This design comes from an exercise in tuning for small area, a short achievable clock period and few clock cycles on the open sky130 flow, not from production work. Only simulation tests tie the RTL to the original design; equivalence was not proved. No activity file was given, so power comes from the tool's default toggle rates.

## quartz
Design rfd_bin_decoder, start of the top module:
module rfd_bin_decoder (
    input  wire        clk,
    input  wire        rst,         
    input  wire        in_valid,
    input  wire [7:0]  in_byte,
    output wire        in_ready,
    output wire        out_valid,
    input  wire        out_ready,
    output wire        out_ok,
    output wire [7:0]  out_len,
    output wire [15:0] out_pm1,
    output wire [15:0] out_pm2,
    output wire [15:0] out_n,
    output wire [15:0] out_m,
    output wire [15:0] out_g,
    output wire [31:0] out_x,
    output wire [31:0] out_y,
    output wire [31:0] out_z,
    output wire [31:0] out_e,
    output wire [31:0] out_f,
    output wire [7:0]  out_t,
    output wire [31:0] out_s,
    output wire [31:0] out_p,
    output wire [31:0] out_i,
    output wire [31:0] out_j,
    output wire [31:0] out_r,
    output wire [6:0]  out_tlen,
    input  wire [6:0]  text_addr,
    output wire [7:0]  text_byte
);
Size: about 1100 flip-flops.
==> flow/config.mk <==
export PLATFORM = sky130hd
export DESIGN_NAME = rfd_bin_decoder
export DESIGN_NICKNAME = rfd_bin_decoder
export VERILOG_FILES = /design/flow/design.v
export SDC_FILE = /design/flow/constraint.sdc
export NUM_CORES = 4
export LEC_CHECK = 0
export CAP_MARGIN = 20
export CORE_MARGIN = 2
export CORE_UTILIZATION = 40
export PLACE_DENSITY = 0.6
export SLEW_MARGIN = 20
export SYNTH_HIERARCHICAL = 1
==> flow/constraint.sdc <==
create_clock -name core_clock -period 14.0 [get_ports {clk}]
set_input_delay 2.8000 -clock core_clock [delete_from_list [all_inputs] [get_ports {clk}]]
set_output_delay 2.8000 -clock core_clock [all_outputs]
set_load 0.01 [all_outputs]
standard.sh (not shown) runs the stock make flow with config.mk's settings and CLKGATE_MAP_FILE= SYNTH_SCRIPT=/design/flow/synth_recipe.tcl, a recipe that flattens the netlist after the stock synthesis.
==> flow/flow/run.sh <==
#!/bin/bash
# Standard ORFS layout (the standard.sh, unchanged synthesis) with three
# layout knobs: port buffers use the small buf_1 cell, CTS inserts no dummy
# loads, and repair_timing aims for a larger setup margin so the
# text_addr -> text_byte path is sized for speed.
set -euo pipefail
MARGIN=$(cat flow/margin.txt)
bash standard.sh \
  'BUFFER_PORTS_ARGS=-buffer_cell sky130_fd_sc_hd__buf_1' \
  "CTS_ARGS=-sink_clustering_enable -repair_clock_nets -dont_use_dummy_load -buf_list {$(cat flow/ctsbufs.txt)} $(cat flow/ctsextra.txt)" \
  "SETUP_SLACK_MARGIN=${MARGIN}" \
  finish > make_finish.log 2>&1
==> flow/flow/ctsbufs.txt <==
sky130_fd_sc_hd__clkbuf_4 sky130_fd_sc_hd__clkbuf_8
==> flow/flow/ctsextra.txt <==
-sink_clustering_size 18 -sink_clustering_max_diameter 55
==> flow/flow/margin.txt <==
7
quartz ran to completion and came out clean on the timing, DRC and antenna checks.
Testbench counts of quartz, summed over its fixed seeds: cycles 54,262.
## Diff of input files: willow against quartz
diff --git a/flow/flow/run.sh b/flow/flow/run.sh
--- a/flow/flow/run.sh
+++ b/flow/flow/run.sh
@@ -9,3 +9,3 @@
   'BUFFER_PORTS_ARGS=-buffer_cell sky130_fd_sc_hd__buf_1' \
-  "CTS_ARGS=-sink_clustering_enable -repair_clock_nets -dont_use_dummy_load -buf_list {$(cat flow/ctsbufs.txt)} $(cat flow/ctsextra.txt)" \
+  "CTS_ARGS=-sink_clustering_enable -repair_clock_nets -dont_use_dummy_load -buf_list {$(cat flow/ctsbufs.txt)}" \
   "SETUP_SLACK_MARGIN=${MARGIN}" \
==> flow/flow/margin.txt <==
6
removed: flow/flow/ctsextra.txt
Notes after the runs:
Comparing total of clock buffers placed in the layout for willow and quartz, the bigger number came from willow. willow vs quartz — global router's overall resource usage dropped 0.73 points. Taking quartz as the reference, in willow final critical delay including setup and external delays saw an increase, core utilization shrank by 0.33 points, final critical-path share of the clock period rose 3.3 points. willow closes out successfully: all stages finished, all timing, DRC and antenna checks passed. Going from quartz to willow, via density per instance shrank slightly. In willow relative to quartz, non-clock buffer count had gone down by a little under 10%. The setup slack of willow falls short of that of quartz by 0.47 ns.
[inputs] lagoon vs willow
==> flow/flow/margin.txt <==
8
==> results.txt <==
The final reports for lagoon and willow show worst path setup slack after routing higher in the former. For lagoon, the worst-path cell with the longest stage delay was nand4_1, unlike willow, where it was a22oi_1. Hold slack: lagoon vs willow, no meaningful difference. Global routing usage on met3: willow vs lagoon, no meaningful difference.
## Diff of input files: nickel against lagoon
diff --git a/flow/flow/run.sh b/flow/flow/run.sh
--- a/flow/flow/run.sh
+++ b/flow/flow/run.sh
@@ -9,3 +9,3 @@
   'BUFFER_PORTS_ARGS=-buffer_cell sky130_fd_sc_hd__buf_1' \
-  "CTS_ARGS=-sink_clustering_enable -repair_clock_nets -dont_use_dummy_load -buf_list {$(cat flow/ctsbufs.txt)}" \
+  "CTS_ARGS=-sink_clustering_enable -repair_clock_nets -dont_use_dummy_load -buf_list {$(cat flow/ctsbufs.txt)} $(cat flow/ctsextra.txt)" \
   "SETUP_SLACK_MARGIN=${MARGIN}" \
==> flow/flow/ctsextra.txt (new file) <==
-sink_clustering_size 16 -sink_clustering_max_diameter 50
==> flow/flow/margin.txt <==
6.5
## What came out
Against lagoon, nickel reports a final clock skew that is lower. Between lagoon and nickel, the difference in multi-input gate count is negligible. Changes observed in nickel relative to lagoon: remaining max-slew budget at the tightest pin rose 3.6 points; relative area of clock buffers and inverters in the final design fell 2.0 points. Changes observed in nickel relative to lagoon: number of setup buffers added after CTS fell by 3, core utilization fell by 1.6 points. In the route summary, nickel ends up with a via count below that of lagoon. The clock period minus final worst setup slack of lagoon and that of nickel are within noise of each other. NOTE reported net switching power lagoon->nickel decreased by a little under 10%. Taking nickel as 1.0, lagoon lands at 1.07 on power density over cell area.
diff inputs: nickel => xenon
==> flow/flow/margin.txt <==
7.5
xenon: PASS, flow complete, no timing, DRC or antenna violations
| via density per instance | xenon vs nickel | about 1.1% higher |
Diff nickel -> xenon: global-route wire length before repair now sits higher, sequential cell fraction of total power has decreased, number of tapcells essentially unchanged, post-layout worst setup margin went up by 0.036 ns.
Run comparison: xenon uppermost layer routed met4; nickel uppermost layer routed met5
xenon gives more post-cts resize count than nickel did.
xenon ends up with higher relative area change from synthesis to final layout than nickel does.
Compared with nickel, xenon shows average wire per standard cell that has gone up by a few percent.
Comparing xenon against nickel, there is no change at all in xor-xnor portion of the synthesized cell area.
Compared with nickel, placement density in the core of xenon is higher.
Total power: xenon above nickel
#### Input delta (juniper over xenon)
- PLACE_DENSITY: 0.6 -> 0.65
- CORE_UTILIZATION: 40 -> 50
==> flow/flow/margin.txt <==
7
[summary]
- Comparing xenon against juniper, there is no change at all in proportion of synthesized flip-flops having asynchronous set or reset.
- Clock share of power delta for juniper relative to xenon: 0.4 points lower
- Sort xenon and juniper by sequential share of layout area desc -> top: juniper
- juniper: total power about 2% below xenon
- Setup slack in juniper is 0.051 ns lower than in xenon

[afterwards: timing with drivers on the ports]
The results above use ideal ports. As a check the final layouts listed here were re-extracted and re-timed, cells and wires unchanged.
Step 1, drivers: a clkbuf_16 drives clk and a buf_2 each remaining input, both assumed.
Step 2, shift: input delay + t, output delay - t, t = (earliest + latest rising clock arrival at the registers) / 2. This alone moves slack from input paths to output paths.
Slacks: ideal / step 1 / step 2; pairs: ideal / step 1.
| run | t, ns | setup WS [ns] | worst setup path at the end | worst data-port slew with drivers (ns) | cell pins on the clock port's net |
|---|---|---|---|---|---|
| quartz | 0.789 | 6.450 / 6.374 / 6.374 | input to output | 0.16 | 1 |
| willow | 0.869 | 5.982 / 5.960 / 5.960 | input to output | 0.17 | 1 |
| lagoon | 0.863 | 6.365 / 6.172 / 6.172 | input to output | 0.23 | 1 |
| nickel | 0.812 | 6.366 / 6.288 / 6.106 | input to register | 0.16 | 1 |
| xenon | 0.793 | 6.402 / 6.260 / 6.260 | input to output | 0.22 | 1 |
| juniper | 0.746 | 6.351 / 6.304 / 6.304 | input to output | 0.15 | 1 |
After both steps every run listed still meets setup and hold. For nickel, which loses most, drivers alone change the setup slack by -0.078 ns; drivers and shift together by -0.260 ns.
